Source: an optimization exercise on an open RTL-to-GDS flow (aim: small area, a short achievable clock period and few clock cycles). Production flows keep margins and buffers that such runs may drop.
Only simulation tests tie the RTL to the original design; equivalence was not proved.
No activity file was given, so power comes from the tool's default toggle rates.

<file path="flow/design.v">
module anpp_deframer (
    input  wire       clk,
    input  wire       rst,
    input  wire       cmd_valid,
    output wire       cmd_ready,
    input  wire [1:0] cmd_op,
    input  wire [7:0] cmd_data,
    output reg        rsp_valid,
    output reg  [7:0] rsp_data,
    output reg        rsp_frame,
    output reg        rsp_last
);
    localparam BUF_CAP = 320;
    localparam RB = 3;               
    localparam TB = 4;               
    localparam RN = 1 << RB;
    localparam TN = 1 << TB;
    localparam OP_ADD    = 2'd0;
    localparam OP_DECODE = 2'd1;
    localparam OP_RDCRC  = 2'd2;
    localparam OP_RDSTAT = 2'd3;
    localparam K_NONE  = 2'd0;
    localparam K_FRAME = 2'd1;
    localparam K_RDCRC = 2'd2;
    localparam K_RDST  = 2'd3;
    function [15:0] crc16_byte;
        input [15:0] c;
        input [7:0]  b;
        reg   [15:0] x;
        integer      k;
        begin
            x = c ^ {b, 8'h00};
            for (k = 0; k < 8; k = k + 1)
                x = x[15] ? ((x << 1) ^ 16'h1021) : (x << 1);
            crc16_byte = x;
        end
    endfunction
    function [8:0] inc9;
        input [8:0] a;
        begin
            inc9 = (a == BUF_CAP - 1) ? 9'd0 : a + 9'd1;
        end
    endfunction
    function [8:0] subk;
        input [8:0] a;
        input [2:0] k;
        begin
            subk = (a >= {6'd0, k}) ? a - {6'd0, k} : a + BUF_CAP - {6'd0, k};
        end
    endfunction
    function [8:0] pdist;
        input [8:0] a;
        input [8:0] b;
        begin
            pdist = (a >= b) ? a - b : a + BUF_CAP - b;
        end
    endfunction
    reg [7:0]  mem0 [0:63];
    reg [7:0]  mem1 [0:63];
    reg [7:0]  mem2 [0:63];
    reg [7:0]  mem3 [0:63];
    reg [7:0]  mem4 [0:63];
    reg [8:0]  head;         
    reg [8:0]  tail;         
    reg [31:0] crc_errors;
    reg [8:0]  cpend;        
    reg        chi;          
    reg        fault_f;      
    reg [8:0]  rec_s [0:RN-1];
    reg [8:0]  rec_e [0:RN-1];
    reg [RB-1:0] r_emit, r_cmt, r_fnd;
    reg [RB:0] n_tot, n_fnd;
    reg [8:0]  crcd0;        
    reg [1:0]  tq_k  [0:TN-1];
    reg [TB-1:0] tq_wr, tq_rd;
    reg [TB:0] tq_n;
    reg [1:0]  tq_hk;        
    reg        cur_v;
    reg [1:0]  cur_k;
    reg [8:0]  cur_p;        
    reg [8:0]  cur_e;        
    reg        cur_fin;      
    reg [1:0]  cur_ph;       
    reg [7:0]  w0, w1, w2, w3, w4;    
    reg [2:0]  wn;           
    reg        mode;         
    reg [8:0]  sp;           
    reg [8:0]  cp;           
    reg [8:0]  fp;           
    reg [8:0]  unf;          
    reg        unf_z, unf_1;  
    reg [7:0]  mb0, mb1, mb2;  
    reg [1:0]  nmb;
    reg        rd_own;       
    reg        lrc_r;        
    reg [7:0]  s4;           
    reg        z2, z3, z4;   
    reg        o3, o4;       
    reg [8:0]  adist;        
    reg [7:0]  cL;           
    reg [7:0]  rem;          
    reg        rem_z;        
    reg [15:0] crc;
    reg [15:0] cexp;
    reg        alt_f;
    reg [8:0]  alt_p;
    reg [8:0]  serr;         
    wire cur_frame = cur_v && (cur_k == K_FRAME);
    wire n_cmt_any = cmt_any;
    wire       onv  = cur_frame || n_cmt_any;
    wire [8:0] onp  = cur_frame ? cur_p : rec_s[r_emit];
    wire [8:0] room = pdist(onp, tail);
    reg        room_ok;
    reg        full;         
    wire settled = unf_z && (nmb == 2'd0) && !rd_own && (mode ? !rem_z : (wn != 3'd5));
    reg [TB:0] n_rdcrc;      
    reg [TB:0] n_rdst;       
    reg        tq_nz, tq_full, rdst_nz, rdcrc_nz, tot_full, fnd_nz, cmt_any, serr_nz, crcd0_nz;
    wire [8:0] dec_inc = fnd_nz ? crcd0 : serr;
    wire rdcrc_block = (rdcrc_nz || (cur_v && cur_k == K_RDCRC)) && (fnd_nz ? crcd0_nz : serr_nz);
    wire rdst_pend = rdst_nz || (cur_v && cur_k == K_RDST);
    wire add_ok = full ? !rdst_pend : room_ok;
    wire dec_ok = !tq_full && (fnd_nz || settled) && !rdcrc_block;
    wire rd_ok  = !tq_full;
    reg        ib_v;
    reg [1:0]  ib_op;
    reg [7:0]  ib_data;
    wire exec_ok = (ib_op == OP_ADD)    ? add_ok :
                   (ib_op == OP_DECODE) ? dec_ok : rd_ok;
    wire fire     = ib_v && exec_ok;
    assign cmd_ready = !ib_v || exec_ok;
    always @(posedge clk) begin
        if (rst) begin
            ib_v    <= 1'b0;
            ib_op   <= 2'd0;
            ib_data <= 8'd0;
        end else if (cmd_valid && cmd_ready) begin
            ib_v    <= 1'b1;
            ib_op   <= cmd_op;
            ib_data <= cmd_data;
        end else if (fire) begin
            ib_v    <= 1'b0;
        end
    end
    wire fire_add = fire && (ib_op == OP_ADD);
    wire append   = fire_add && !full;
    wire fire_dec = fire && (ib_op == OP_DECODE);
    wire fire_rd  = fire && ib_op[1];
    wire dec_frm  = fire_dec && fnd_nz;
    wire [1:0] tq_push_k = fire_dec ? (fnd_nz ? K_FRAME : K_NONE)
                                    : (ib_op[0] ? K_RDST : K_RDCRC);
    reg        wr_v;
    reg [8:0]  wr_a;
    reg [7:0]  wr_d;
    always @(posedge clk) begin
        if (wr_v) begin
            case (wr_a[8:6])
                3'd0: mem0[wr_a[5:0]] <= wr_d;
                3'd1: mem1[wr_a[5:0]] <= wr_d;
                3'd2: mem2[wr_a[5:0]] <= wr_d;
                3'd3: mem3[wr_a[5:0]] <= wr_d;
                default: mem4[wr_a[5:0]] <= wr_d;
            endcase
        end
    end
    reg        sc_port;      
    wire       out_go  = !(cur_frame && sc_port);
    wire [8:0] port_a = sc_port ? fp : cur_p;
    reg [7:0]  rd_b0, rd_b1, rd_b2, rd_b3, rd_b4;
    reg [2:0]  rd_bank;
    reg        rd_byp;
    reg [7:0]  rd_bd;
    always @(posedge clk) begin
        rd_b0   <= mem0[port_a[5:0]];
        rd_b1   <= mem1[port_a[5:0]];
        rd_b2   <= mem2[port_a[5:0]];
        rd_b3   <= mem3[port_a[5:0]];
        rd_b4   <= mem4[port_a[5:0]];
        rd_bank <= port_a[8:6];
        rd_byp  <= wr_v && (wr_a == port_a);
        rd_bd   <= wr_d;
    end
    wire [7:0] port_d = rd_byp ? rd_bd :
                        (rd_bank == 3'd0) ? rd_b0 :
                        (rd_bank == 3'd1) ? rd_b1 :
                        (rd_bank == 3'd2) ? rd_b2 :
                        (rd_bank == 3'd3) ? rd_b3 : rd_b4;
    reg        bt_v, bt_frame, bt_last, bt_mem;
    reg [7:0]  bt_imm;
    wire       lrc_ok = lrc_r;
    wire       crc0_ok = o3 && o4;
    wire       crc_ok  = (crc == cexp);
    wire       hunt_eval = !mode && (wn == 3'd5);
    wire       cmp       = mode && rem_z;
    wire       la_valid  = (rem != cL);
    wire       refetch_c = cmp && !crc_ok && alt_f;
    wire       ev        = hunt_eval || (cmp && !crc_ok && !alt_f);
    wire       ev_drop   = ev && !lrc_ok;
    wire       ev_l0     = ev && lrc_ok && z2;
    wire       ev_l0_ok  = ev_l0 && crc0_ok;
    wire       ev_start  = ev && lrc_ok && !z2;
    wire       push_now  = (cmp && crc_ok) || ev_l0_ok;
    wire [1:0] err_now   = {1'b0, cmp && !crc_ok} + {1'b0, ev_l0 && !crc0_ok};
    wire [8:0] errs_bef  = serr + {7'd0, err_now};
    wire       sc_stall  = push_now && (tot_full ||
                                        (fnd_nz && (serr_nz || (err_now != 2'd0))));
    wire       mv        = (nmb != 2'd0);
    wire       sync      = unf_z && !mv && !rd_own;
    wire       can_take  = !sc_stall && !refetch_c;
    wire       take_mb   = mv && can_take;
    wire       take_cmd  = sync && append && can_take;
    wire       bv        = take_mb || take_cmd;
    wire [7:0] b         = mv ? mb0 : ib_data;
    wire [7:0] s4m       = s4 - w1;           
    wire [7:0] s4_neg    = 8'd0 - s4;
    wire [8:0] unf_n = refetch_c ? unf + adist + {7'd0, nmb} + {8'd0, rd_own} + (append ? 9'd1 : 9'd0)
                                 : unf + ((append && !take_cmd) ? 9'd1 : 9'd0)
                                       - (do_fetch ? 9'd1 : 9'd0);
    wire       unf_nz = refetch_c ||
                        !((unf_z && ((append && !take_cmd) == do_fetch)) ||
                          (unf_1 && do_fetch && !(append && !take_cmd)));
    wire       land  = rd_own && !refetch_c;   
    wire [1:0] nmb_n = refetch_c ? 2'd0
                                 : nmb + (land ? 2'd1 : 2'd0) - (take_mb ? 2'd1 : 2'd0);
    wire       do_fetch  = sc_port && !refetch_c;
    wire [8:0] cp_m5 = subk(cp, 3'd5);
    wire [8:0] cp_m4 = subk(cp, 3'd4);
    wire [15:0] crc_c   = ev ? crc16_byte(16'hFFFF, 8'h00) : crc16_byte(crc, 8'h00);
    wire [15:0] crc_nx  = crc_c ^ crc16_byte(16'h0000, b);
    reg [21:0] hi_inc;
    integer hk;
    always @(*) begin
        for (hk = 0; hk < 22; hk = hk + 1)
            hi_inc[hk] = crc_errors[10 + hk] ^ (chi & ((crc_errors[31:10] & ((22'd1 << hk) - 22'd1)) == ((22'd1 << hk) - 22'd1)));
    end
    wire fin_c  = (cur_k == K_NONE) || (cur_k == K_FRAME && cur_fin) ||
                  (cur_k == K_RDCRC && cur_p[1:0] == 2'd3) || (cur_k == K_RDST && cur_p[0]);
    wire done_w = cur_v && out_go && fin_c;
    wire pop_w  = (!cur_v || done_w) && tq_nz;
    wire push_t = fire_dec || fire_rd;
    wire push_sc = !sc_stall && push_now;
    wire [TB:0] tq_n_n    = tq_n + (push_t ? 1'b1 : 1'b0) - (pop_w ? 1'b1 : 1'b0);
    wire [TB:0] n_rdst_n  = n_rdst + ((fire_rd && ib_op[0]) ? 1'b1 : 1'b0)
                                   - ((pop_w && tq_hk == K_RDST) ? 1'b1 : 1'b0);
    wire [TB:0] n_rdcrc_n = n_rdcrc + ((fire_rd && !ib_op[0]) ? 1'b1 : 1'b0)
                                    - ((pop_w && tq_hk == K_RDCRC) ? 1'b1 : 1'b0);
    wire [RB:0] n_tot_n   = n_tot + (push_sc ? 1'b1 : 1'b0)
                                  - ((pop_w && tq_hk == K_FRAME) ? 1'b1 : 1'b0);
    wire [RB:0] n_fnd_n   = n_fnd + (push_sc ? 1'b1 : 1'b0) - (dec_frm ? 1'b1 : 1'b0);
    wire [8:0]  serr_n    = (fire_dec && !dec_frm) ? 9'd0 :
                            !sc_stall ? (push_now ? 9'd0 : errs_bef) : serr;
    wire [8:0]  crcd0_n   = (push_sc && !fnd_nz) ? errs_bef : dec_frm ? 9'd0 : crcd0;
    always @(posedge clk) begin
        if (rst) begin
            tq_nz <= 1'b0; tq_full <= 1'b0; rdst_nz <= 1'b0; rdcrc_nz <= 1'b0;
            tot_full <= 1'b0; fnd_nz <= 1'b0; cmt_any <= 1'b0; serr_nz <= 1'b0; crcd0_nz <= 1'b0;
        end else begin
            tq_nz    <= (tq_n_n != 0);
            tq_full  <= (tq_n_n == TN);
            rdst_nz  <= (n_rdst_n != 0);
            rdcrc_nz <= (n_rdcrc_n != 0);
            tot_full <= (n_tot_n == RN);
            fnd_nz   <= (n_fnd_n != 0);
            cmt_any  <= (n_tot_n != n_fnd_n);
            serr_nz  <= (serr_n != 9'd0);
            crcd0_nz <= (crcd0_n != 9'd0);
        end
    end
    always @(posedge clk) begin
        if (rst) begin
            head <= 9'd0; tail <= 9'd0;
            crc_errors <= 32'd0; cpend <= 9'd0; chi <= 1'b0;
            wr_v <= 1'b0; wr_a <= 9'd0; wr_d <= 8'd0; fault_f <= 1'b0;
            r_emit <= 0; r_cmt <= 0; r_fnd <= 0;
            n_tot <= 0; n_fnd <= 0; crcd0 <= 9'd0;
            tq_wr <= 0; tq_rd <= 0; tq_n <= 0; n_rdcrc <= 0; n_rdst <= 0;
            cur_v <= 1'b0; cur_k <= 2'd0; cur_p <= 9'd0; cur_e <= 9'd0;
            cur_ph <= 2'd0;
            wn <= 3'd0; mode <= 1'b0; sp <= 9'd0; cp <= 9'd0; fp <= 9'd0;
            unf <= 9'd0; nmb <= 2'd0; rd_own <= 1'b0; unf_z <= 1'b1; unf_1 <= 1'b0; cur_fin <= 1'b0; tq_hk <= 2'd0; sc_port <= 1'b0; mb2 <= 8'd0;
            bt_v <= 1'b0; bt_frame <= 1'b0; bt_last <= 1'b0; bt_mem <= 1'b0; bt_imm <= 8'd0; room_ok <= 1'b1; full <= 1'b0; mb0 <= 8'd0; mb1 <= 8'd0; lrc_r <= 1'b0; s4 <= 8'd0; adist <= 9'd0;
            z2 <= 1'b1; z3 <= 1'b1; z4 <= 1'b1; o3 <= 1'b0; o4 <= 1'b0; cL <= 8'd0; rem <= 8'd0; rem_z <= 1'b1;
            crc <= 16'hFFFF; cexp <= 16'd0; alt_f <= 1'b0; alt_p <= 9'd0;
            serr <= 9'd0;
            w0 <= 8'd0; w1 <= 8'd0; w2 <= 8'd0; w3 <= 8'd0; w4 <= 8'd0;
            rsp_valid <= 1'b0; rsp_data <= 8'd0; rsp_frame <= 1'b0; rsp_last <= 1'b0;
        end else begin
            if (fire_add) begin
                if (full) begin
                    fault_f <= 1'b1;
                end else begin
                    tail  <= inc9(tail);
                end
            end
            if (fire_dec) begin
                tq_k[tq_wr]  <= dec_frm ? K_FRAME : K_NONE;
                tq_wr        <= tq_wr + 1'b1;
                if (dec_frm) begin
                    head       <= rec_e[r_cmt];
                    crcd0      <= 9'd0;
                    r_cmt      <= r_cmt + 1'b1;
                end else begin
                    head       <= sp;
                end
            end
            if (fire_rd) begin
                tq_k[tq_wr]  <= ib_op[0] ? K_RDST : K_RDCRC;
                tq_wr        <= tq_wr + 1'b1;
            end
            wr_v <= append;
            wr_a <= tail;
            wr_d <= ib_data;
            cpend <= fire_dec ? dec_inc : 9'd0;
            {chi, crc_errors[9:0]} <= {1'b0, crc_errors[9:0]} + {2'b0, cpend};
            crc_errors[31:10] <= hi_inc;
            begin : outeng
                reg done;
                reg pop;
                done = 1'b0;
                rsp_valid <= bt_v;
                rsp_frame <= bt_frame;
                rsp_last  <= bt_last;
                rsp_data  <= bt_mem ? port_d : bt_imm;
                bt_v      <= 1'b0;
                bt_imm    <= 8'd0;
                bt_frame  <= 1'b0;
                bt_last   <= 1'b0;
                bt_mem    <= 1'b0;
                if (cur_v && out_go) begin
                    bt_v <= 1'b1;
                    case (cur_k)
                        K_NONE: begin
                            bt_last <= 1'b1;
                            done = 1'b1;
                        end
                        K_FRAME: begin
                            bt_frame <= 1'b1;
                            bt_mem    <= 1'b1;
                            cur_p     <= inc9(cur_p);
                            cur_fin   <= (inc9(inc9(cur_p)) == cur_e);
                            if (cur_fin) begin
                                bt_last <= 1'b1;
                                done = 1'b1;
                            end
                        end
                        K_RDCRC: begin
                            case (cur_p[1:0])
                                2'd0: bt_imm <= crc_errors[7:0];
                                2'd1: bt_imm <= crc_errors[15:8];
                                2'd2: bt_imm <= crc_errors[23:16];
                                default: bt_imm <= crc_errors[31:24];
                            endcase
                            cur_p <= cur_p + 9'd1;
                            if (cur_p[1:0] == 2'd3) begin
                                bt_last <= 1'b1;
                                done = 1'b1;
                            end
                        end
                        default: begin
                            bt_imm <= cur_p[0] ? (fault_f ? 8'h84 : 8'h00) : {6'd0, cur_ph};
                            cur_p <= cur_p + 9'd1;
                            if (cur_p[0]) begin
                                bt_last <= 1'b1;
                                done = 1'b1;
                            end
                        end
                    endcase
                end
                pop = pop_w;
                if (!cur_v || done)
                    cur_v <= 1'b0;
                if (pop) begin
                    cur_v  <= 1'b1;
                    cur_k  <= tq_hk;
                    if (tq_hk == K_FRAME)
                        cur_ph <= 2'd1;
                    else if (tq_hk == K_NONE)
                        cur_ph <= 2'd2;
                    tq_rd  <= tq_rd + 1'b1;
                    if (tq_hk == K_FRAME) begin
                        cur_p  <= rec_s[r_emit];
                        cur_fin <= 1'b0;
                        cur_e  <= rec_e[r_emit];
                        r_emit <= r_emit + 1'b1;
                    end else begin
                        cur_p  <= 9'd0;
                    end
                end
                if (pop) begin
                    if (tq_n > 1)
                        tq_hk <= tq_k[tq_rd + 1'b1];
                    else if (fire_dec || fire_rd)
                        tq_hk <= tq_push_k;
                end else if ((fire_dec || fire_rd) && !tq_nz) begin
                    tq_hk <= tq_push_k;
                end
                tq_n <= tq_n + ((fire_dec || fire_rd) ? 1'b1 : 1'b0) - (pop ? 1'b1 : 1'b0);
                n_rdst <= n_rdst + ((fire_rd && ib_op[0]) ? 1'b1 : 1'b0)
                                 - ((pop && tq_hk == K_RDST) ? 1'b1 : 1'b0);
                n_rdcrc <= n_rdcrc + ((fire_rd && !ib_op[0]) ? 1'b1 : 1'b0)
                                   - ((pop && tq_hk == K_RDCRC) ? 1'b1 : 1'b0);
                n_tot <= n_tot + ((!sc_stall && push_now) ? 1'b1 : 1'b0)
                               - ((pop && tq_hk == K_FRAME) ? 1'b1 : 1'b0);
                n_fnd <= n_fnd + ((!sc_stall && push_now) ? 1'b1 : 1'b0)
                               - (dec_frm ? 1'b1 : 1'b0);
            end
            if (do_fetch)
                fp <= inc9(fp);
            rd_own <= do_fetch;
            begin : fq
                reg [7:0] t0, t1, t2;
                reg [1:0] wp;
                t0 = take_mb ? mb1 : mb0;
                t1 = take_mb ? mb2 : mb1;
                t2 = mb2;
                wp = nmb - (take_mb ? 2'd1 : 2'd0);
                if (land) begin
                    if (wp == 2'd0) t0 = port_d;
                    else if (wp == 2'd1) t1 = port_d;
                    else t2 = port_d;
                end
                mb0 <= t0;
                mb1 <= t1;
                mb2 <= t2;
            end
            unf     <= unf_n;
            nmb     <= nmb_n;
            unf_z   <= !unf_nz;
            unf_1   <= (unf_n == 9'd1);
            sc_port <= unf_nz && (refetch_c ||
                       (nmb == 2'd0) ||
                       (nmb == 2'd1 && !(land && do_fetch && !take_mb)) ||
                       (nmb == 2'd2 && ((!land && !do_fetch) || (take_mb && !(land && do_fetch)))) ||
                       (nmb == 2'd3 && take_mb && !land && !do_fetch));
            room_ok <= onv ? (room > (append ? 9'd1 : 9'd0))
                           : (!dec_frm || (rec_s[r_cmt] != tail));
            if (append)
                full <= (inc9(tail) == head);
            else if (fire_dec && (dec_frm || sp != head))
                full <= 1'b0;
            if (refetch_c) begin
                fp  <= alt_p;
            end else begin
                if (take_cmd)
                    fp <= inc9(fp);
            end
            if (fire_dec && !dec_frm)
                serr <= 9'd0;
            else if (!sc_stall)
                serr <= push_now ? 9'd0 : errs_bef;
            if (!sc_stall) begin
                if (bv) begin
                    w0 <= w1; w1 <= w2; w2 <= w3; w3 <= w4; w4 <= b;
                    lrc_r <= (b == s4_neg);
                    z2 <= z3; z3 <= z4; z4 <= (b == 8'h00);
                    o3 <= o4; o4 <= (b == 8'hFF);
                    s4    <= s4m + b;
                    cp <= inc9(cp);
                end
                if (push_now) begin
                    rec_s[r_fnd] <= (cmp && crc_ok) ? sp : cp_m5;
                    rec_e[r_fnd] <= cp;
                    r_fnd        <= r_fnd + 1'b1;
                    if (!fnd_nz)
                        crcd0 <= errs_bef;
                end
                if (refetch_c) begin
                    sp    <= alt_p;
                    cp    <= alt_p;
                    mode  <= 1'b0;
                    wn    <= 3'd0;
                end else if (cmp && crc_ok) begin
                    sp   <= cp;
                    mode <= 1'b0;
                    wn   <= bv ? 3'd1 : 3'd0;
                end else if (ev) begin
                    if (ev_drop || (ev_l0 && !crc0_ok)) begin
                        sp   <= cp_m4;
                        mode <= 1'b0;
                        wn   <= bv ? 3'd5 : 3'd4;
                    end else if (ev_l0_ok) begin
                        sp   <= cp;
                        mode <= 1'b0;
                        wn   <= bv ? 3'd1 : 3'd0;
                    end else begin
                        sp    <= cp_m5;
                        mode  <= 1'b1;
                        cL    <= w2;
                        cexp  <= {w4, w3};
                        alt_f <= 1'b0;
                        rem   <= bv ? w2 - 8'd1 : w2;
                        rem_z <= bv && (w2 == 8'd1);
                        crc   <= bv ? crc_nx : 16'hFFFF;
                    end
                end else if (mode) begin
                    if (bv) begin
                        rem <= rem - 8'd1;
                        rem_z <= (rem == 8'd1);
                        crc <= crc_nx;
                    end
                    if (la_valid && lrc_ok && !alt_f) begin
                        alt_f <= 1'b1;
                        alt_p <= cp_m5;
                        adist <= bv ? 9'd6 : 9'd5;
                    end else if (bv) begin
                        adist <= adist + 9'd1;
                    end
                end else begin
                    if (bv) wn <= wn + 3'd1;
                end
            end
        end
    end
endmodule
</file>
<file path="flow/run.sh">
#!/bin/bash
# synth_recipe.tcl (not shown) runs the flow's synth.tcl, then flattens the netlist and writes it again
# the make line also repeats each setting of config.mk as NAME=value (left out here)
make -C /OpenROAD-flow-scripts/flow DESIGN_CONFIG=/design/flow/config.mk WORK_HOME=/design/flow/orfs CLKGATE_MAP_FILE= SYNTH_SCRIPT=/design/flow/synth_recipe.tcl finish
</file>
<file path="flow/constraint.sdc">
create_clock -name core_clock -period 8.0 [get_ports {clk}]
set_input_delay 1.6000 -clock core_clock [delete_from_list [all_inputs] [get_ports {clk}]]
set_output_delay 1.6000 -clock core_clock [all_outputs]
set_load 0.01 [all_outputs]
</file>
<file path="flow/config.mk">
export PLATFORM = sky130hd
export DESIGN_NAME = anpp_deframer
export DESIGN_NICKNAME = anpp_deframer
export VERILOG_FILES = /design/flow/design.v
export SDC_FILE = /design/flow/constraint.sdc
export NUM_CORES = 4
export LEC_CHECK = 0
export ABC_CLOCK_PERIOD_IN_PS = 4000
export CAP_MARGIN = 20
export CORE_MARGIN = 2
export CORE_UTILIZATION = 35
export CTS_CLUSTER_DIAMETER = 100
export CTS_CLUSTER_SIZE = 20
export SETUP_SLACK_MARGIN = 4.0
export SLEW_MARGIN = 20
export TNS_END_PERCENT = 100
</file>
==> notes.md, run 1 <==
Crit Path Max Fanout 3; Worst Setup End Kind output port; reg-to-reg endpoint s4[7]; most frequent cells in the layout edfxtp_1, nand2_1, mux4_2, nor2_1, dfxtp_1; number of port buffers 24; antenna violations before repair 11; GPL Wtd Cong 0.836; worst slew pin tran 1.15 ns; CTS Buf Count 186; Post-synth ARST share 0; Clock H-tree levels 4; Clock Path Buffers 4; VDD IR max 0.275 mV; clock latency on the worst-skew pair roughly 0.9 ns; Gate power share 0.247; FF-to-FF setup slack 4.03 ns; Critical Path Source Type register; Pre-Repair DR Iteration Count 6; unrepaired setup endpoints after global routing yes; Clock Sinks between 3,000 and 4,000; core box area approximately 0.37 mm2; Avg Cell Area, Syn about 16 um2; Synth Cell Area about 0.13 mm2; post-synth cell types 96; origin of the critical flop-to-flop path nmb[0]; Final HPWL DP between 200,000 and 250,000 um; antenna viol nets, final 0; IO Count 25; Via density ~5.6; Clk pwr share 0.257; Hold Path End fault_f; vias in the first global route between 70,000 and 80,000; Slew HR 0.228; Final nets 8,273; first-pass GRT wire length a little over 500,000 um; Final Hold Viols 0; clk slew on worst S/H paths about 0.090 ns; Worst setup startpoint wn[1]; Starting Density 0.352; wire per inst 26.5 um; clk_skew about 0.11 ns; Final period util 0.524; f_max roughly 240 MHz; register bit count reported by yosys 3,185; part of the power in registers 0.495; CP Class register to output port; DR iter-0 viols slightly below 9,000; Layout area overhead 9.43%; commonest non-fill, non-tap cell in the layout edfxtp_1; CP Data Arrival Time roughly 2.6 ns; via count 73,393; Max Cap Viol 0; total congestion overflow 0; final count of negative-setup-slack endpoints 0; Synth Net Count about 8,400; Finished Cell Area between 0.1 and 0.15 mm2; Post-Synthesis Cells 8,217; fin. max-slew vios 0; Synth Flop Type edfxtp_1; chip width roughly 620 um; LEAKAGE approximately 46 nW; Post-synth EDFFs 2,736; HP Start fault_f; Power per Cell Area between 200 and 300 mW/mm2; register area share after synthesis 0.695; Die ar. approximately 0.38 mm2; WL final 349,000 um; status no timing/DRC/antenna violations; Crit path required time 6.40 ns; P_sw 0.0110 W; largest net degree at the start of global routing about 190; YS warnings 1; post-route setup TNS 0 ns; Hold/Removal Path Class register to register; Die Ht 616 um; Rows roughly 220; Global Route Usage Sum 0.178; fin crit period 4.19 ns; R2R cell count 13; Internal approximately 0.027 W; DRC errors left 0; CTS tree built; sw frac 0.291; hold path cells 2; Post-Place Cell Area between 0.1 and 0.15 mm2; share of layout cells above drive strength 1 0.159; Root Buffer clkbuf_16
worst max-delay path: stages (launching register included):
cell	delay [ns]
dfxtp_2	0.34
inv_2	0.06
ha_4	0.12
nand3b_1	0.18
a31o_4	0.32
a31oi_4	0.18
o32a_1	0.23
nand2_4	0.11
buf_6	0.16
registers in the layout, summed over array words and instances, names as in the netlist, 16 cells and up, named ones only:
name	flops
mem1	512
rec_e	72
crc_errors	32
cexp	16
rec_s	72
mem3	512
mem4	512
tq_k	32
mem2	512
mem0	512
crc	16
layout make-up:
class	instances	area [um2]
well taps	4972	6220
clock buffers	261	5020
multi-input cells	4389	38300
flip-flops and latches	3185	91200
diodes	10	25.0
repair buffers	194	2090
clock inverters	11	125
inverters	152	574
fillers	34122	229000
kinds of logic after synthesis:
family	after synthesis	share of synthesized area
AOI/OAI and AO/OA	799	0.0410
xor gates and xnor gates	244	0.0163
muxes	852	0.134
and+or+nand+nor	2338	0.0778
adders and majority gates	153	0.0161
DFF	3185	0.695
buffers and inverters	646	0.0199
what timing repair did:
item	in CTS	in global routing
gates cloned	5	5
setup endpoints to repair	198	87
hold buffers	0	0
resized for setup	92	72
pin swaps	15	15
setup buffers	32	11
routing by layer:
metal,routed length [um],part of all wire,GRT usage
met1,147000,0.42,0.254
met4,9220,0.026,0.0439
met2,165000,0.47,0.284
met5,0,0,0
met3,27200,0.078,0.0271
per-stage QoR:
stage               power (W)  hold WS [ns]  std cells  setup slack (ns)  utilization
global route           0.0392         0.492      13166              3.71        0.385
global placement       0.0280         0.451      12835              3.12        0.368
finish                 0.0378         0.462      13174              3.81        0.385
floorplan              0.0254         0.414       8217              3.99            -
CTS                    0.0379         0.469      13146              3.76        0.384
detailed placement     0.0281         0.451      12837              3.11        0.368
synthesized netlist by cell type (15+ instances only):
cell,number,area (um2)
nor4_1,23,144
o211ai_1,15,113
ha_1,125,1560
nor2b_1,35,219
a21o_1,27,203
dfxtp_1,449,8990
nand2b_1,19,119
nand2_1,1001,3760
buf_2,97,485
a211oi_1,87,653
nor3_1,61,305
xor2_1,96,841
a311oi_1,118,1030
o21ai_0,114,571
nand4_1,35,219
edfxtp_1,2736,82200
inv_1,149,559
a21oi_1,229,1150
nor2_1,706,2650
fa_1,27,541
nand3_1,254,1270
xnor2_1,148,1300
buf_1,74,278
clkbuf_1,311,1170
mux4_2,724,16300
mux2i_1,116,1160
a31oi_1,71,444
and3_1,106,663
how the worst max path moves through the flow:
| stage | to | depth (start not counted) |
|---|---|---|
| after floorplan | unf_1 | 26 |
| after global placement | rd_b0[5] | 8 |
| after detailed placement | cmt_any | 15 |
| after CTS | cmd_ready | 8 |
| after global routing | cmd_ready | 8 |
| final | cmd_ready | 8 |
power groups by stage:
stage,clock (W),sequential (W),combinational [W]
3_5_place_dp,0,0.0191,0.00898
3_3_place_gp,0,0.0191,0.00890
6_report,0.00973,0.0187,0.00935
4_1_cts,0.00992,0.0187,0.00923
5_1_grt,0.0104,0.0188,0.0100
2_1_floorplan,0,0.0189,0.00646
Testbench counts, summed over its fixed seeds: cycles 61,906.
==> inputs of run 2 (changes only) <==
--- a/flow/config.mk
+++ b/flow/config.mk
@@ -5,12 +5,12 @@
 export SDC_FILE = /design/flow/constraint.sdc
 export NUM_CORES = 4
 export LEC_CHECK = 0
-export ABC_CLOCK_PERIOD_IN_PS = 4000
+export ABC_CLOCK_PERIOD_IN_PS = 3500
 export CAP_MARGIN = 20
 export CORE_MARGIN = 2
 export CORE_UTILIZATION = 35
 export CTS_CLUSTER_DIAMETER = 100
 export CTS_CLUSTER_SIZE = 20
-export SETUP_SLACK_MARGIN = 4.0
+export SETUP_SLACK_MARGIN = 4.6
 export SLEW_MARGIN = 20
 export TNS_END_PERCENT = 100
==> run 2 against run 1 <==
Against the previous run: still clean on timing, DRC and antenna; sequential share of layout area down 1.8 points; critical path depth down 1; synthesized area unchanged; final cell count up 1.3%; fmax up 1.9%; utilization up 1.2 points; first-iteration DRC count up 0.45%; clock skew down 0.045 ns; non-clock buffer count up 165; critical path type unchanged; critical endpoint unchanged.
==> notes.md, run 2 <==
commonest non-fill, non-tap cell in the layout edfxtp_1 (unchanged); synth top area cells edfxtp_1, mux4_2, dfxtp_1, nand2_1, nor2_1 (unchanged); HP Start fault_f (unchanged); Rows 224 (unchanged); chip width 616 um (unchanged); Final nets 8,441 (was 8,273); fin. max-slew vios 0 (unchanged); clk slew on worst S/H paths 0.09 ns (about the same); Crit path required time 6.40 ns (about the same); post-cts hold buffer count 0 (unchanged); unrepaired setup endpoints after global routing yes (unchanged); CTS tree built (unchanged); Slew HR 0.146 (was 0.228); Buf/Inv on CP 2 (unchanged); total congestion overflow 0 (unchanged); most numerous cell in the Yosys netlist edfxtp_1 (unchanged); Pre-Repair DR Iteration Count 6 (unchanged); post-synthesis compound-gate area fraction 0.0410 (unchanged); CP Data Arrival Time 2.51 ns (was 2.59 ns); Worst Setup End Kind output port (unchanged); status no timing/DRC/antenna violations (unchanged); Worst setup startpoint nmb[1] (was wn[1]); share of layout cells above drive strength 1 0.221 (was 0.159); Via density 5.57 (about the same); top cells by count, synth edfxtp_1, nand2_1, mux4_2 (unchanged); most frequent cells in the layout edfxtp_1, nand2_1, mux4_2, nor2_1, dfxtp_1 (unchanged); P_sw 0.0116 W (was 0.0110 W); Synth Flop Type edfxtp_1 (unchanged); Internal 0.0277 W (was 0.0268 W); DRC errors left 0 (unchanged); Clock Sinks 3,185 (unchanged); Synth Net Count 8,382 (unchanged); CTS Buf Count 183 (was 186); Final Hold Viols 0 (unchanged); post-route setup TNS 0 ns (unchanged); worst-path cell with the longest stage delay dfxtp_2 (unchanged); post-synth cell types 96 (unchanged); VDD IR max 0.184 mV (was 0.275 mV); Final Hold Slack 0.456 ns (was 0.462 ns); largest net degree at the start of global routing 206 (was 186); core box area 0.373 mm2 (unchanged); first-pass GRT wire length 517,000 um (was 505,000 um); CP max stage delay 0.34 ns (about the same); Hold/Removal Path Class register to register (unchanged); FF-to-FF setup slack 4.01 ns (was 4.03 ns); final count of negative-setup-slack endpoints 0 (unchanged); Avg Cell Area, Syn 16.0 um2 (unchanged); Post-synth EDFFs 2,736 (unchanged); Starting Density 0.352 (unchanged); Clock Path Buffers 4 (unchanged); number of fill cells 33,703 (was 34,122); Post-Synthesis Cells 8,217 (unchanged); Post-Synth Adder-Cell Area 0.0161 (unchanged); via count 74,332 (was 73,393); Post-synth ARST share 0 (unchanged); Crit Path Max Fanout 3 (unchanged); Synth top area share 0.626 (unchanged); part of the power in registers 0.476 (was 0.495); vias in the first global route 72,948 (was 72,165); Final HPWL DP 211,000 um (was 212,000 um); Gate power share 0.275 (was 0.247); LEAKAGE 47.5 nW (was 46.0 nW); Clk pwr share 0.249 (was 0.257); fin crit period 4.11 ns (was 4.19 ns); Power per Cell Area 266 mW/mm2 (was 263 mW/mm2); Synth Cell Area 0.131 mm2 (unchanged); IO Count 25 (unchanged); WL final 358,000 um (was 349,000 um); Final period util 0.514 (was 0.524); Root Buffer clkbuf_16 (unchanged); Critical Path Source Type register (unchanged); Layout area overhead 12.7% (was 9.43%); register area share after synthesis 0.695 (unchanged); clock latency on the worst-skew pair 0.92 ns (was 0.91 ns); f_max 243 MHz (was 239 MHz); register bit count reported by yosys 3,185 (unchanged); post-synth top area cell edfxtp_1 (unchanged); wire per inst 26.9 um (was 26.5 um); clk_skew 0.0686 ns (was 0.114 ns); YS warnings 1 (unchanged); sw frac 0.296 (was 0.291); origin of the critical flop-to-flop path cexp[10] (was nmb[0]); post-synthesis simple-gate area fraction 0.0778 (unchanged); antenna violations before repair 8 (was 11); xor and xnor area share after synthesis 0.0163 (unchanged); number of port buffers 24 (unchanged); Clock H-tree levels 4 (unchanged); Die ar. 0.380 mm2 (unchanged); Global Route Usage Sum 0.183 (was 0.178); crit-path leading delay family compound AO/OA/AOI/OAI gates (unchanged); Cell Chain, Critical Path buf_12, nor4b_4, a31o_4, a31oi_4, o32a_1, nand2_2, buf_6 (was inv_2, ha_4, nand3b_1, a31o_4, a31oi_4, o32a_1, nand2_4, buf_6); worst slew pin tran 1.28 ns (was 1.15 ns); Max Cap Viol 0 (unchanged); largest family of logic cells by synthesized area multiplexers (unchanged); antenna viol nets, final 0 (unchanged); Die Ht 616 um (unchanged); GPL Wtd Cong 0.840 (was 0.836); fraction of synthesized area in multiplexers 0.134 (unchanged); DR iter-0 viols 8,915 (was 8,875); CP Class register to output port (unchanged)
==> run 2: worst register-to-register path, stage by stage, from the launching register on <==
cell,delay (ns)
dfxtp_2,0.34
xor2_2,0.18
nor4_4,0.34
and4_4,0.36
o21a_4,0.17
nor2_4,0.04
inv_2,0.06
ha_4,0.13
nand2b_4,0.06
a21oi_4,0.19
buf_6,0.12
buf_6,0.08
buf_8,0.11
nand2_8,0.07
ha_4,0.29
inv_2,0.04
ha_4,0.15
fa_2,0.37
xnor2_2,0.20
nor2_1,0.07
or4_1,0.53
==> run 2: kinds of logic after synthesis <==
family	count (synthesis)
xor gates and xnor gates	244
AOI/OAI and AO/OA	799
DFF	3185
adders and majority gates	153
and+or+nand+nor	2338
buffers and inverters	646
muxes	852
==> run 2: path summary, 6_finish.rpt <==
kind	end	cells after the start
min	fault_f	2
max	cmd_ready	7
min reg2reg	fault_f	2
max reg2reg	fnd_nz	20
==> run 2: per-stage QoR <==
step	util	setup slack [ns]	std cells	power [W]	cell area (um2)
after global routing	0.397	3.81	13347	0.0408	148000
after global placement	0.369	2.92	12843	0.0282	138000
after detailed placement	0.369	3.15	12845	0.0283	138000
after CTS	0.391	3.87	13245	0.0389	146000
final	0.397	3.89	13349	0.0393	148000
after floorplan	-	3.88	8217	0.0255	132000
==> run 2: final cells by class <==
type | instances | area, um2 | area share
Timing Repair Buffer | 359 | 4450 | 0.0301
Clock buffer | 269 | 5030 | 0.0340
Multi-Input combinational cell | 4395 | 40100 | 0.271
Clock inverter | 14 | 169 | 0.00114
Inverter | 152 | 599 | 0.00405
Sequential cell | 3185 | 91300 | 0.617
Antenna cell | 3 | 7.51 | 0.0000508
Tap cell | 4972 | 6220 | 0.0421
==> run 2: what timing repair did <==
item,in CTS,in global routing
setup buffers,94,85
setup endpoints to repair,911,1600
pin swaps,62,106
gates resized for setup,349,332
cloned,23,15
==> run 2: power by group through the flow <==
| stage | clock network (W) | logic, W | registers [W] |
|---|---|---|---|
| finish | 0.00979 | 0.0108 | 0.0187 |
| global route | 0.0105 | 0.0115 | 0.0188 |
| CTS | 0.00995 | 0.0102 | 0.0187 |
| detailed placement | 0 | 0.00923 | 0.0191 |
| global placement | 0 | 0.00911 | 0.0191 |
| floorplan | 0 | 0.00657 | 0.0189 |
==> run 2: metal layers <==
layer | track usage | routed length [um] | vias up
met1 | 0.258 | 151000 | 39142
met5 | 0 | 0 | -
met4 | 0.0492 | 10800 | 0
met3 | 0.0327 | 29000 | 495
met2 | 0.290 | 167000 | 3020
li1 | - | - | 31675
==> inputs of run 3 (changes only) <==
--- a/flow/design.v
+++ b/flow/design.v
@@ -97,11 +97,12 @@
     reg        z2, z3, z4;   
     reg        o3, o4;       
     reg [8:0]  adist;        
-    reg [7:0]  cL;           
+    reg        la_on;        
     reg [7:0]  rem;          
     reg        rem_z;        
     reg [15:0] crc;
     reg [15:0] cexp;
+    reg        crc_eq;       
     reg        alt_f;
     reg [8:0]  alt_p;
     reg [8:0]  serr;         
@@ -125,21 +126,36 @@
     reg        ib_v;
     reg [1:0]  ib_op;
     reg [7:0]  ib_data;
+    reg        ib2_v;
+    reg [1:0]  ib2_op;
+    reg [7:0]  ib2_data;
     wire exec_ok = (ib_op == OP_ADD)    ? add_ok :
                    (ib_op == OP_DECODE) ? dec_ok : rd_ok;
     wire fire     = ib_v && exec_ok;
-    assign cmd_ready = !ib_v || exec_ok;
+    assign cmd_ready = !(ib_v && ib2_v);
+    wire take = cmd_valid && cmd_ready;
     always @(posedge clk) begin
         if (rst) begin
-            ib_v    <= 1'b0;
-            ib_op   <= 2'd0;
-            ib_data <= 8'd0;
-        end else if (cmd_valid && cmd_ready) begin
-            ib_v    <= 1'b1;
-            ib_op   <= cmd_op;
-            ib_data <= cmd_data;
-        end else if (fire) begin
-            ib_v    <= 1'b0;
+            ib_v     <= 1'b0;
+            ib_op    <= 2'd0;
+            ib_data  <= 8'd0;
+            ib2_v    <= 1'b0;
+            ib2_op   <= 2'd0;
+            ib2_data <= 8'd0;
+        end else if (fire && ib2_v) begin
+            ib_op    <= ib2_op;
+            ib_data  <= ib2_data;
+            ib2_v    <= take;
+            ib2_op   <= cmd_op;
+            ib2_data <= cmd_data;
+        end else if (fire || !ib_v) begin
+            ib_v     <= take;
+            ib_op    <= cmd_op;
+            ib_data  <= cmd_data;
+        end else if (!ib2_v) begin
+            ib2_v    <= take;
+            ib2_op   <= cmd_op;
+            ib2_data <= cmd_data;
         end
     end
     wire fire_add = fire && (ib_op == OP_ADD);
@@ -189,10 +205,10 @@
     reg [7:0]  bt_imm;
     wire       lrc_ok = lrc_r;
     wire       crc0_ok = o3 && o4;
-    wire       crc_ok  = (crc == cexp);
+    wire       crc_ok  = crc_eq;
     wire       hunt_eval = !mode && (wn == 3'd5);
     wire       cmp       = mode && rem_z;
-    wire       la_valid  = (rem != cL);
+    wire       la_valid  = la_on;
     wire       refetch_c = cmp && !crc_ok && alt_f;
     wire       ev        = hunt_eval || (cmp && !crc_ok && !alt_f);
     wire       ev_drop   = ev && !lrc_ok;
@@ -226,7 +242,8 @@
     wire [8:0] cp_m5 = subk(cp, 3'd5);
     wire [8:0] cp_m4 = subk(cp, 3'd4);
     wire [15:0] crc_c   = ev ? crc16_byte(16'hFFFF, 8'h00) : crc16_byte(crc, 8'h00);
-    wire [15:0] crc_nx  = crc_c ^ crc16_byte(16'h0000, b);
+    wire [15:0] crc_ub  = crc16_byte(16'h0000, b);
+    wire [15:0] crc_nx  = crc_c ^ crc_ub;
     reg [21:0] hi_inc;
     integer hk;
     always @(*) begin
@@ -239,6 +256,8 @@
     wire pop_w  = (!cur_v || done_w) && tq_nz;
     wire push_t = fire_dec || fire_rd;
     wire push_sc = !sc_stall && push_now;
+    wire popf    = pop_w && (tq_hk == K_FRAME);
+    reg [RB:0] n_cmt;        
     wire [TB:0] tq_n_n    = tq_n + (push_t ? 1'b1 : 1'b0) - (pop_w ? 1'b1 : 1'b0);
     wire [TB:0] n_rdst_n  = n_rdst + ((fire_rd && ib_op[0]) ? 1'b1 : 1'b0)
                                    - ((pop_w && tq_hk == K_RDST) ? 1'b1 : 1'b0);
@@ -253,15 +272,16 @@
     always @(posedge clk) begin
         if (rst) begin
             tq_nz <= 1'b0; tq_full <= 1'b0; rdst_nz <= 1'b0; rdcrc_nz <= 1'b0;
-            tot_full <= 1'b0; fnd_nz <= 1'b0; cmt_any <= 1'b0; serr_nz <= 1'b0; crcd0_nz <= 1'b0;
+            tot_full <= 1'b0; fnd_nz <= 1'b0; cmt_any <= 1'b0; n_cmt <= 0; serr_nz <= 1'b0; crcd0_nz <= 1'b0;
         end else begin
-            tq_nz    <= (tq_n_n != 0);
-            tq_full  <= (tq_n_n == TN);
-            rdst_nz  <= (n_rdst_n != 0);
-            rdcrc_nz <= (n_rdcrc_n != 0);
-            tot_full <= (n_tot_n == RN);
-            fnd_nz   <= (n_fnd_n != 0);
-            cmt_any  <= (n_tot_n != n_fnd_n);
+            tq_nz    <= push_t || (tq_n > 1) || (tq_n == 1 && !pop_w);
+            tq_full  <= (tq_n == TN && !(pop_w && !push_t)) || (tq_n == TN - 1 && push_t && !pop_w);
+            rdst_nz  <= (fire_rd && ib_op[0]) || (n_rdst > 1) || (n_rdst == 1 && !(pop_w && tq_hk == K_RDST));
+            rdcrc_nz <= (fire_rd && !ib_op[0]) || (n_rdcrc > 1) || (n_rdcrc == 1 && !(pop_w && tq_hk == K_RDCRC));
+            tot_full <= (n_tot == RN && !(popf && !push_sc)) || (n_tot == RN - 1 && push_sc && !popf);
+            fnd_nz   <= push_sc || (n_fnd > 1) || (n_fnd == 1 && !dec_frm);
+            cmt_any  <= dec_frm || (n_cmt > 1) || (n_cmt == 1 && !popf);
+            n_cmt    <= n_cmt + (dec_frm ? 1'b1 : 1'b0) - (popf ? 1'b1 : 1'b0);
             serr_nz  <= (serr_n != 9'd0);
             crcd0_nz <= (crcd0_n != 9'd0);
         end
@@ -279,8 +299,8 @@
             wn <= 3'd0; mode <= 1'b0; sp <= 9'd0; cp <= 9'd0; fp <= 9'd0;
             unf <= 9'd0; nmb <= 2'd0; rd_own <= 1'b0; unf_z <= 1'b1; unf_1 <= 1'b0; cur_fin <= 1'b0; tq_hk <= 2'd0; sc_port <= 1'b0; mb2 <= 8'd0;
             bt_v <= 1'b0; bt_frame <= 1'b0; bt_last <= 1'b0; bt_mem <= 1'b0; bt_imm <= 8'd0; room_ok <= 1'b1; full <= 1'b0; mb0 <= 8'd0; mb1 <= 8'd0; lrc_r <= 1'b0; s4 <= 8'd0; adist <= 9'd0;
-            z2 <= 1'b1; z3 <= 1'b1; z4 <= 1'b1; o3 <= 1'b0; o4 <= 1'b0; cL <= 8'd0; rem <= 8'd0; rem_z <= 1'b1;
-            crc <= 16'hFFFF; cexp <= 16'd0; alt_f <= 1'b0; alt_p <= 9'd0;
+            z2 <= 1'b1; z3 <= 1'b1; z4 <= 1'b1; o3 <= 1'b0; o4 <= 1'b0; la_on <= 1'b0; rem <= 8'd0; rem_z <= 1'b1;
+            crc <= 16'hFFFF; cexp <= 16'd0; crc_eq <= 1'b0; alt_f <= 1'b0; alt_p <= 9'd0;
             serr <= 9'd0;
             w0 <= 8'd0; w1 <= 8'd0; w2 <= 8'd0; w3 <= 8'd0; w4 <= 8'd0;
             rsp_valid <= 1'b0; rsp_data <= 8'd0; rsp_frame <= 1'b0; rsp_last <= 1'b0;
@@ -426,7 +446,10 @@
             unf     <= unf_n;
             nmb     <= nmb_n;
             unf_z   <= !unf_nz;
-            unf_1   <= (unf_n == 9'd1);
+            unf_1   <= !refetch_c &&
+                       ((unf_z && (append && !take_cmd) && !do_fetch) ||
+                        (unf_1 && ((append && !take_cmd) == do_fetch)) ||
+                        (unf == 9'd2 && do_fetch && !(append && !take_cmd)));
             sc_port <= unf_nz && (refetch_c ||
                        (nmb == 2'd0) ||
                        (nmb == 2'd1 && !(land && do_fetch && !take_mb)) ||
@@ -485,18 +508,21 @@
                     end else begin
                         sp    <= cp_m5;
                         mode  <= 1'b1;
-                        cL    <= w2;
+                        la_on <= bv;
                         cexp  <= {w4, w3};
                         alt_f <= 1'b0;
                         rem   <= bv ? w2 - 8'd1 : w2;
                         rem_z <= bv && (w2 == 8'd1);
                         crc   <= bv ? crc_nx : 16'hFFFF;
+                        crc_eq <= bv ? (crc_ub == (crc16_byte(16'hFFFF, 8'h00) ^ {w4, w3})) : crc0_ok;
                     end
                 end else if (mode) begin
                     if (bv) begin
+                        la_on <= 1'b1;
                         rem <= rem - 8'd1;
                         rem_z <= (rem == 8'd1);
                         crc <= crc_nx;
+                        crc_eq <= (crc_ub == (crc16_byte(crc, 8'h00) ^ cexp));
                     end
                     if (la_valid && lrc_ok && !alt_f) begin
                         alt_f <= 1'b1;
--- a/flow/config.mk
+++ b/flow/config.mk
@@ -5,12 +5,12 @@
 export SDC_FILE = /design/flow/constraint.sdc
 export NUM_CORES = 4
 export LEC_CHECK = 0
-export ABC_CLOCK_PERIOD_IN_PS = 3500
+export ABC_CLOCK_PERIOD_IN_PS = 4000
 export CAP_MARGIN = 20
 export CORE_MARGIN = 2
 export CORE_UTILIZATION = 35
 export CTS_CLUSTER_DIAMETER = 100
 export CTS_CLUSTER_SIZE = 20
-export SETUP_SLACK_MARGIN = 4.6
+export SETUP_SLACK_MARGIN = 4.0
 export SLEW_MARGIN = 20
 export TNS_END_PERCENT = 100
==> run 3 against run 2 <==
Against the previous run: routed wire length down 4.3%; hold slack better by 0.0043 ns; die area grew 0.90%; final area fell by 2.4%; setup slack improved by 0.21 ns; sequential power is essentially flat; global-route usage fell by 0.81 points; via count is 1.4% lower; register-to-register slack gained 0.08 ns; critical path depth fell by 3; critical path type is now register to register.
==> notes.md, run 3 <==
clock latency on the worst-skew pair 0.90 ns (was 0.92 ns); total congestion overflow 0 (unchanged); vias in the first global route 72,315 (was 72,948); YS warnings 1 (unchanged); Die Ht 619 um (was 616 um); Via density 5.51 (was 5.57); core box area 0.376 mm2 (was 0.373 mm2); Global Route Usage Sum 0.174 (was 0.183); antenna viol nets, final 0 (unchanged); Pre-Repair DR Iteration Count 8 (was 6); Synth Cell Area 0.132 mm2 (was 0.131 mm2); fraction of synthesized area in multiplexers 0.134 (about the same); GPL Wtd Cong 0.869 (was 0.840); chip width 619 um (was 616 um); Post-Synth Adder-Cell Area 0.0182 (was 0.0161); register area share after synthesis 0.690 (was 0.695); Crit path required time 8.46 ns (was 6.40 ns); Setup WS post-layout 4.09 ns (was 3.89 ns); Clock Path Buffers 4 (unchanged); top cells by count, synth edfxtp_1, nand2_1, mux4_2 (unchanged); largest family of logic cells by synthesized area multiplexers (unchanged); Power per Cell Area 270 mW/mm2 (was 266 mW/mm2); Final Hold Slack 0.460 ns (was 0.456 ns); worst slew pin tran 1.24 ns (was 1.28 ns); Final nets 8,385 (was 8,441); share of layout cells above drive strength 1 0.151 (was 0.221); Setup Slack @ Placement 3.15 ns (about the same); DR iter-0 viols 8,544 (was 8,915); Worst setup startpoint wr_a[2] (was nmb[1]); R2R cell count 4 (was 20); Post-Place Cell Area 0.138 mm2 (about the same); Hold Path End rsp_valid (was fault_f); hold path cells 1 (was 2); most numerous cell in the Yosys netlist edfxtp_1 (unchanged); Max Cap Viol 0 (unchanged); Avg Cell Area, Syn 15.9 um2 (was 16.0 um2); Final period util 0.488 (was 0.514); Die ar. 0.383 mm2 (was 0.380 mm2); commonest non-fill, non-tap cell in the layout edfxtp_1 (unchanged); Rows 225 (was 224); FF-to-FF setup slack 4.09 ns (was 4.01 ns); post-cts hold buffer count 0 (unchanged); Clock Sinks 3,194 (was 3,185); Post-Synthesis Cells 8,326 (was 8,217); Final Hold Viols 0 (unchanged); CP Data Arrival Time 4.37 ns (was 2.51 ns); Slew HR 0.174 (was 0.146); fin. max-slew vios 0 (unchanged); synth top area cells edfxtp_1, mux4_2, dfxtp_1, nand2_1, nor2_1 (unchanged); HP Start bt_v (was fault_f); Root Buffer clkbuf_16 (unchanged); Clock H-tree levels 4 (unchanged); Post-synth ARST share 0 (unchanged); Starting Density 0.352 (about the same); wire per inst 25.8 um (was 26.9 um); Critical Path Source Type register (unchanged); CP Class register to register (was register to output port); post-synthesis compound-gate area fraction 0.0425 (was 0.0410); status no timing/DRC/antenna violations (unchanged); final count of negative-setup-slack endpoints 0 (unchanged); LEAKAGE 46.4 nW (was 47.5 nW); most frequent cells in the layout edfxtp_1, nand2_1, mux4_2, nor2_1, dfxtp_1 (unchanged); Synth top area share 0.621 (was 0.626); Worst Setup End Kind register (was output port); first-pass GRT wire length 501,000 um (was 517,000 um); largest net degree at the start of global routing 217 (was 206); post-synthesis simple-gate area fraction 0.0769 (was 0.0778); reg-to-reg endpoint mem4[46][0] (was fnd_nz); WL final 343,000 um (was 358,000 um); Crit Path Max Fanout 9 (was 3); post-synth cell types 102 (was 96); Layout area overhead 9.06% (was 12.7%); antenna violations before repair 4 (was 8); Hold/Removal Path Class register to register (unchanged); unrepaired setup endpoints after global routing yes (unchanged); post-route setup TNS 0 ns (unchanged); Finished Cell Area 0.144 mm2 (was 0.148 mm2); Synth Net Count 8,515 (was 8,382); clk slew on worst S/H paths 0.09 ns (about the same); IO Count 25 (unchanged); fin crit period 3.91 ns (was 4.11 ns); via count 73,279 (was 74,332); Synth Flop Type edfxtp_1 (unchanged); f_max 256 MHz (was 243 MHz); clk_skew 0.104 ns (was 0.0686 ns); Final HPWL DP 209,000 um (was 211,000 um); post-synth top area cell edfxtp_1 (unchanged); DRC errors left 0 (unchanged); xor and xnor area share after synthesis 0.0162 (was 0.0163); CTS tree built (unchanged); Post-synth EDFFs 2,736 (unchanged); register bit count reported by yosys 3,194 (was 3,185); CTS Buf Count 187 (was 183); number of port buffers 24 (unchanged); origin of the critical flop-to-flop path wr_a[2] (was cexp[10]); VDD IR max 0.231 mV (was 0.184 mV)
==> run 3: worst max-delay path, cell delays in order (launching register included) <==
cell     delay (ns)
dfxtp_1        0.63
nand2_1        0.11
nor2_1         0.82
nand2_1        0.87
nor2_1         1.06
==> run 3: timing repair <==
action                     4_1_cts  5_1_grt
gates cloned                     2        5
setup buffers                   20       15
setup endpoints to repair      211       58
pin swaps                        4       21
gates resized for setup         63       74
==> run 3: report_power, final <==
group | internal [W] | switching, W | total (W)
Clock | 0.00442 | 0.00537 | 0.00979
Combinational | 0.00451 | 0.00564 | 0.0102
Sequential | 0.0185 | 0.000513 | 0.0190
==> run 3: through the flow <==
| stage | cells | power, W | util |
|---|---|---|---|
| global placement | 12958 | 0.0290 | 0.367 |
| finish | 13308 | 0.0389 | 0.384 |
| floorplan | 8326 | 0.0264 | - |
| global route | 13304 | 0.0405 | 0.384 |
| CTS | 13281 | 0.0390 | 0.382 |
| detailed placement | 12958 | 0.0291 | 0.367 |
==> run 3: how the worst max path moves through the flow <==
stage | end | slack [ns] | cells past startpoint
global route | n_fnd[2] | 3.91 | 19
finish | mem4[46][0] | 4.09 | 4
detailed placement | rd_b4[0] | 3.15 | 10
global placement | rd_b4[5] | 3.01 | 9
floorplan | rec_e[1][0] | 3.77 | 13
CTS | rd_b4[5] | 3.80 | 9
==> run 3: layout make-up <==
type,instances,area [um2]
Tap cell,4994,6250
Clock inverter,10,120
Clock buffer,291,5110
Fill cell,34597,232000
Timing Repair Buffer,179,1980
Inverter,159,609
Antenna cell,6,15.0
Sequential cell,3194,91400
Multi-Input combinational cell,4474,38900
Timing Repair inverter,1,5.00
==> run 3: layer usage <==
metal / share of wire / GRT usage / wire, um / up-vias
li1: - / - / - / 31702
met1: 0.42 / 0.245 / 145000 / 38176
met2: 0.47 / 0.282 / 162000 / 2947
met3: 0.074 / 0.0258 / 25500 / 454
met4: 0.030 / 0.0477 / 10200 / 0
met5: 0 / 0 / 0 / -
==> run 3: cells by family (layout without fill, tap and decap cells) <==
| kind of cell | after synthesis | count (layout) |
|---|---|---|
| buffers and inverters | 660 | 640 |
| other | 0 | 6 |
| multiplexers | 862 | 862 |
| AO/OA/AOI/OAI | 847 | 847 |
| XOR/XNOR | 242 | 242 |
| adder cells (fa/ha/maj) | 176 | 176 |
| AND/OR/NAND/NOR | 2345 | 2347 |
| flip-flops | 3194 | 3194 |
Testbench counts of run 3, summed over its fixed seeds: cycles 61,906.
==> inputs of run 4 (changes only) <==
--- a/flow/config.mk
+++ b/flow/config.mk
@@ -11,6 +11,6 @@
 export CORE_UTILIZATION = 35
 export CTS_CLUSTER_DIAMETER = 100
 export CTS_CLUSTER_SIZE = 20
-export SETUP_SLACK_MARGIN = 4.0
+export SETUP_SLACK_MARGIN = 3.7
 export SLEW_MARGIN = 20
 export TNS_END_PERCENT = 100
==> run 4 against run 3 <==
Against the previous run: utilization shrank 0.19 points; final area shrank 0.50%; fmax shrank 7.1%; hold slack gained 0.0071 ns; synthesized cell count is the same; global-route usage grew 0.14 points; clock skew grew 0.028 ns; clock power grew 2%; via count grew 0.36%; setup slack lost 0.30 ns; critical endpoint is now room_ok; still clean on timing, DRC and antenna.
==> notes.md, run 4 <==
Crit path required time 8.72 ns (was 8.46 ns); Starting Density 0.352 (unchanged); Synth top area share 0.621 (unchanged); final std cells w/o fill 13,288 (was 13,308); GPL Wtd Cong 0.862 (was 0.869); Critical Path Source Type register (unchanged); Rows 225 (unchanged); Power per Cell Area 270 mW/mm2 (about the same); fin crit period 4.20 ns (was 3.91 ns); Synth Net Count 8,515 (unchanged); Final HPWL DP 216,000 um (was 209,000 um); IO Count 25 (unchanged); Synth Flop Type edfxtp_1 (unchanged); CP Data Arrival Time 4.92 ns (was 4.37 ns); YS warnings 1 (unchanged); clock latency on the worst-skew pair 0.94 ns (was 0.90 ns); post-synth cell types 102 (unchanged); Max Cap Viol 0 (unchanged); register bit count reported by yosys 3,194 (unchanged); clk_skew 0.132 ns (was 0.104 ns); CTS tree built (unchanged); WL final 344,000 um (was 343,000 um); first-pass GRT wire length 505,000 um (was 501,000 um); vias in the first global route 73,144 (was 72,315); Final period util 0.526 (was 0.488); fin. max-slew vios 0 (unchanged); reg-to-reg endpoint room_ok (was mem4[46][0]); Hold Path End rsp_valid (unchanged); largest net degree at the start of global routing 201 (was 217); share of layout cells above drive strength 1 0.143 (was 0.151); Avg Cell Area, Syn 15.9 um2 (unchanged); Global Route Usage Sum 0.176 (was 0.174); chip width 619 um (unchanged); via count 73,540 (was 73,279); Clock Sinks 3,194 (unchanged); Post-Place Cell Area 0.138 mm2 (about the same); antenna violations before repair 5 (was 4); total congestion overflow 0 (unchanged); Final Hold Viols 0 (unchanged); Post-Synthesis Cells 8,326 (unchanged); R2R cell count 15 (was 4); HP Start bt_v (unchanged); DRC errors left 0 (unchanged); Pre-Repair DR Iteration Count 6 (was 8); DR iter-0 viols 8,321 (was 8,544); Final nets 8,373 (was 8,385); CTS Buf Count 188 (was 187); status no timing/DRC/antenna violations (unchanged); Crit Path Max Fanout 18 (was 9); unrepaired setup endpoints after global routing yes (unchanged); Post-synth ARST share 0 (unchanged); worst slew pin tran 1.32 ns (was 1.24 ns); Via density 5.53 (was 5.51); Post-Place Cells 12,968 (was 12,958); final count of negative-setup-slack endpoints 0 (unchanged); commonest non-fill, non-tap cell in the layout edfxtp_1 (unchanged); most numerous cell in the Yosys netlist edfxtp_1 (unchanged); CP Class register to register (unchanged); number of port buffers 24 (unchanged); Die Ht 619 um (unchanged); most frequent cells in the layout edfxtp_1, nand2_1, mux4_2, nor2_1, dfxtp_1 (unchanged); Die ar. 0.383 mm2 (unchanged); post-route setup TNS 0 ns (unchanged); Worst Setup End Kind register (unchanged); register area share after synthesis 0.690 (unchanged); Post-synth EDFFs 2,736 (unchanged); post-cts hold buffer count 0 (unchanged); top cells by count, synth edfxtp_1, nand2_1, mux4_2 (unchanged); Clock H-tree levels 4 (unchanged); clk slew on worst S/H paths 0.09 ns (about the same); VDD IR max 0.262 mV (was 0.231 mV); Slew HR 0.123 (was 0.174); antenna viol nets, final 0 (unchanged); FF-to-FF setup slack 3.80 ns (was 4.09 ns); Root Buffer clkbuf_16 (unchanged); Finished Cell Area 0.144 mm2 (about the same); core box area 0.376 mm2 (unchanged); wire per inst 25.9 um (was 25.8 um); Layout area overhead 8.52% (was 9.06%); Synth Cell Area 0.132 mm2 (unchanged); LEAKAGE 46.1 nW (was 46.4 nW); synth top area cells edfxtp_1, mux4_2, dfxtp_1, nand2_1, nor2_1 (unchanged); f_max 238 MHz (was 256 MHz); Clock Path Buffers 4 (unchanged); post-synth top area cell edfxtp_1 (unchanged); hold path cells 1 (unchanged); Hold/Removal Path Class register to register (unchanged)
## run 4: changes by cell type in the layout (fill, tap and decap cells not counted), moves of 7 or more
cell	change
a311oi_2	-19
dfxtp_2	-8
dfxtp_1	+9
buf_16	-7
buf_6	-10
buf_4	+7
a311oi_1	+24
clkbuf_1	-9
## run 4: repair_timing
action,4_1_cts,5_1_grt
setup endpoints to repair,31,26
setup buffers,4,16
resized for setup,9,19
pin swaps,0,2
## run 4: worst max-delay path: stages, from the launching register on
cell and delay [ns]:
dfxtp_2 0.66, mux4_2 0.37, mux2_2 0.31, mux2i_2 0.21, inv_1 0.07, ha_1 0.32, ha_1 0.18, inv_1 0.07
fa_1 0.46, o21bai_1 0.17, a21oi_1 0.13, xnor2_1 0.14, o21ai_0 0.09, or4b_1 0.50, a2111oi_2 0.29, a211oi_1 0.07
## run 4: cells by family after synthesis
logic type / count (synthesis) / share of synthesized area
DFF: 3194 / 0.690
and+or+nand+nor: 2345 / 0.0769
muxes: 862 / 0.134
AOI/OAI and AO/OA: 847 / 0.0425
buffers and inverters: 660 / 0.0222
xor gates and xnor gates: 242 / 0.0162
adders and majority gates: 176 / 0.0182
## run 4: per-stage QoR
step           utilization  setup WS, ns  hold slack [ns]  total power [W]
2_1_floorplan            -          3.71            0.414           0.0263
3_5_place_dp         0.367          3.32            0.459           0.0292
3_3_place_gp         0.367          3.34            0.456           0.0291
4_1_cts              0.381          3.71            0.470           0.0390
5_1_grt              0.382          3.50            0.491           0.0404
6_report             0.382          3.80            0.467           0.0388
## run 4: how the worst max path moves through the flow
| stage | slack (ns) | end | cells after the start | startpoint |
|---|---|---|---|---|
| final | 3.80 | room_ok | 15 | register |
| after global routing | 3.50 | room_ok | 15 | register |
| after CTS | 3.71 | room_ok | 16 | register |
| after detailed placement | 3.32 | n_rdst[4] | 17 | cur_p[0] |
| after global placement | 3.34 | room_ok | 15 | register |
| after floorplan | 3.71 | rec_e[1][0] | 13 | wn[1] |
## run 4: area by class of cell
type	count	area [um2]
Antenna cell	3	7.51
Clock buffer	286	5180
Clock inverter	11	156
Fill cell	34591	232000
Inverter	159	609
Multi-Input combinational cell	4472	38400
Sequential cell	3194	91400
Tap cell	4994	6250
Timing Repair Buffer	169	1700
## run 4: per-layer routing
layer / up-vias / track usage / share of wire / wire length [um]
met3: 465 / 0.0327 / 0.080 / 27500
met2: 2698 / 0.278 / 0.46 / 159000
met4: 2 / 0.0474 / 0.029 / 9840
met1: 38744 / 0.249 / 0.43 / 147000
li1: 31631 / - / - / -
met5: - / 0.00164 / 0.00026 / 91
## run 4: power by group
| part | leakage [nW] | total, W | switching [W] | internal [W] |
|---|---|---|---|---|
| combinational | 14.7 | 0.00994 | 0.00559 | 0.00435 |
| sequential | 28.9 | 0.0190 | 0.000505 | 0.0185 |
| clock | 2.57 | 0.00994 | 0.00538 | 0.00455 |
==> inputs of run 5 (changes only) <==
--- a/flow/config.mk
+++ b/flow/config.mk
@@ -11,6 +11,6 @@
 export CORE_UTILIZATION = 35
 export CTS_CLUSTER_DIAMETER = 100
 export CTS_CLUSTER_SIZE = 20
-export SETUP_SLACK_MARGIN = 3.7
+export SETUP_SLACK_MARGIN = 4.3
 export SLEW_MARGIN = 20
 export TNS_END_PERCENT = 100
==> run 5 against run 4 <==
Against the previous run: utilization grew 0.24 points; clock skew fell by 0.023 ns; critical path depth up 1; final cell count up 0.29%; clock-buffer cell count decreased by 2; power is 0.77% higher; synthesized cell count did not move.
==> notes.md, run 5 <==
Max Cap Viol 0 (unchanged); Final period util 0.510 (was 0.526); synth top area cells edfxtp_1, mux4_2, dfxtp_1, nand2_1, nor2_1 (unchanged); chip width 619 um (unchanged); Root Buffer clkbuf_16 (unchanged); status no timing/DRC/antenna violations (unchanged); Setup WS post-layout 3.92 ns (was 3.80 ns); Post-synth EDFFs 2,736 (unchanged); reg-to-reg endpoint room_ok (unchanged); number of port buffers 24 (unchanged); Critical Path Source Type register (unchanged); DRC errors left 0 (unchanged); Hold Path End rsp_valid (unchanged); post-synth top area cell edfxtp_1 (unchanged); post-synthesis simple-gate area fraction 0.0769 (unchanged); IO Count 25 (unchanged); Clock Path Buffers 4 (unchanged); Crit path required time 8.72 ns (about the same); GPL Wtd Cong 0.850 (was 0.862); Final HPWL DP 215,000 um (was 216,000 um); LEAKAGE 46.4 nW (was 46.1 nW); hold path cells 1 (unchanged); Power per Cell Area 271 mW/mm2 (was 270 mW/mm2); Synth Net Count 8,515 (unchanged); core box area 0.376 mm2 (unchanged); clk slew on worst S/H paths 0.09 ns (about the same); CTS tree built (unchanged); via count 73,890 (was 73,540); Post-synth ARST share 0 (unchanged); register area share after synthesis 0.690 (unchanged); f_max 245 MHz (was 238 MHz); Starting Density 0.352 (unchanged); CP Class register to register (unchanged); Via density 5.54 (was 5.53); Final nets 8,396 (was 8,373); top cells by count, synth edfxtp_1, nand2_1, mux4_2 (unchanged); fin crit period 4.08 ns (was 4.20 ns); FF-to-FF setup slack 3.92 ns (was 3.80 ns); Global Route Usage Sum 0.178 (was 0.176); VDD IR max 0.259 mV (was 0.262 mV); largest net degree at the start of global routing 224 (was 201); DR iter-0 viols 8,415 (was 8,321); antenna violations before repair 14 (was 5); Post-Synthesis Cells 8,326 (unchanged); Rows 225 (unchanged); register bit count reported by yosys 3,194 (unchanged); Die ar. 0.383 mm2 (unchanged); first-pass GRT wire length 510,000 um (was 505,000 um); Setup Slack @ Placement 3.40 ns (was 3.32 ns)
## run 5: cell counts after synthesis
Identical to the previous run, type by type.
## run 5: worst max path at each step
stage | cells after the start | startpoint | endpoint
2_1_floorplan | 13 | wn[1] | rec_e[1][0]
3_3_place_gp | 9 | sc_port | rd_b3[5]
3_5_place_dp | 15 | register | room_ok
4_1_cts | 16 | register | room_ok
5_1_grt | 16 | register | room_ok
6_report | 16 | register | room_ok
## run 5: where the power goes
| part | internal [W] | total (W) | switching [W] |
|---|---|---|---|
| clock | 0.00446 | 0.00987 | 0.00541 |
| sequential | 0.0185 | 0.0190 | 0.000577 |
| combinational | 0.00451 | 0.0102 | 0.00572 |
| total | 0.0274 | 0.0391 | 0.0117 |
## run 5: cell families (layout without fill, tap and decap cells)
logic type	Yosys count	after routing
other	0	13
buffers and inverters	660	651
flip-flops	3194	3194
XOR/XNOR	242	242
adder cells (fa/ha/maj)	176	176
AO/OA/AOI/OAI	847	847
multiplexers	862	862
AND/OR/NAND/NOR	2345	2347
## run 5: final cells by class
class,count,area (um2)
fill,34553,232000
timing repair inverter,1,3.75
antenna,13,32.5
multi-input combinational,4474,39000
tap,4994,6250
clock buffer,284,5110
sequential,3194,91400
clock inverter,13,158
timing repair buffer,194,2060
inverter,159,613
## run 5: critical path: stages (launching register included)
cell       delay (ns)
dfxtp_4          0.39
buf_12           0.13
mux4_2           0.50
mux2_4           0.30
mux2i_4          0.21
inv_2            0.07
ha_4             0.17
inv_4            0.06
fa_1             0.42
nand2b_4         0.16
a21oi_4          0.13
o21a_1           0.17
o21a_1           0.18
nor3_1           0.06
or4b_4           0.55
a2111oi_4        0.36
a211oi_2         0.06
## run 5: timing repair
| item | 4_1_cts | 5_1_grt |
|---|---|---|
| buffers inserted | 27 | 10 |
| endpoints found under the setup margin | 277 | 81 |
| pin swaps | 8 | 22 |
| cloned | 4 | 2 |
| resized for setup | 72 | 67 |
## run 5: stage by stage
step | total power, W | instance area (um2) | util | hold slack (ns)
after floorplan | 0.0264 | 133000 | - | 0.414
after global placement | 0.0292 | 138000 | 0.367 | 0.454
after detailed placement | 0.0294 | 138000 | 0.367 | 0.446
after CTS | 0.0393 | 144000 | 0.383 | 0.464
after global routing | 0.0406 | 145000 | 0.384 | 0.484
final | 0.0391 | 145000 | 0.384 | 0.467
## run 5: per-layer routing
| metal | routed length (um) | global-route usage | vias to the layer above |
|---|---|---|---|
| met4 | 11600 | 0.0546 | 12 |
| met5 | 69 | 0 | - |
| met3 | 27300 | 0.0299 | 531 |
| met2 | 166000 | 0.289 | 2844 |
| met1 | 145000 | 0.246 | 38781 |
| li1 | - | - | 31722 |

Setup slack of run 5, layout unchanged: 3.920 ns with ideal ports, 3.920 ns with driving cells assumed (clock clkbuf_16, inputs buf_2), 3.920 ns with port delays also shifted by the 1.004 ns mid clock arrival.
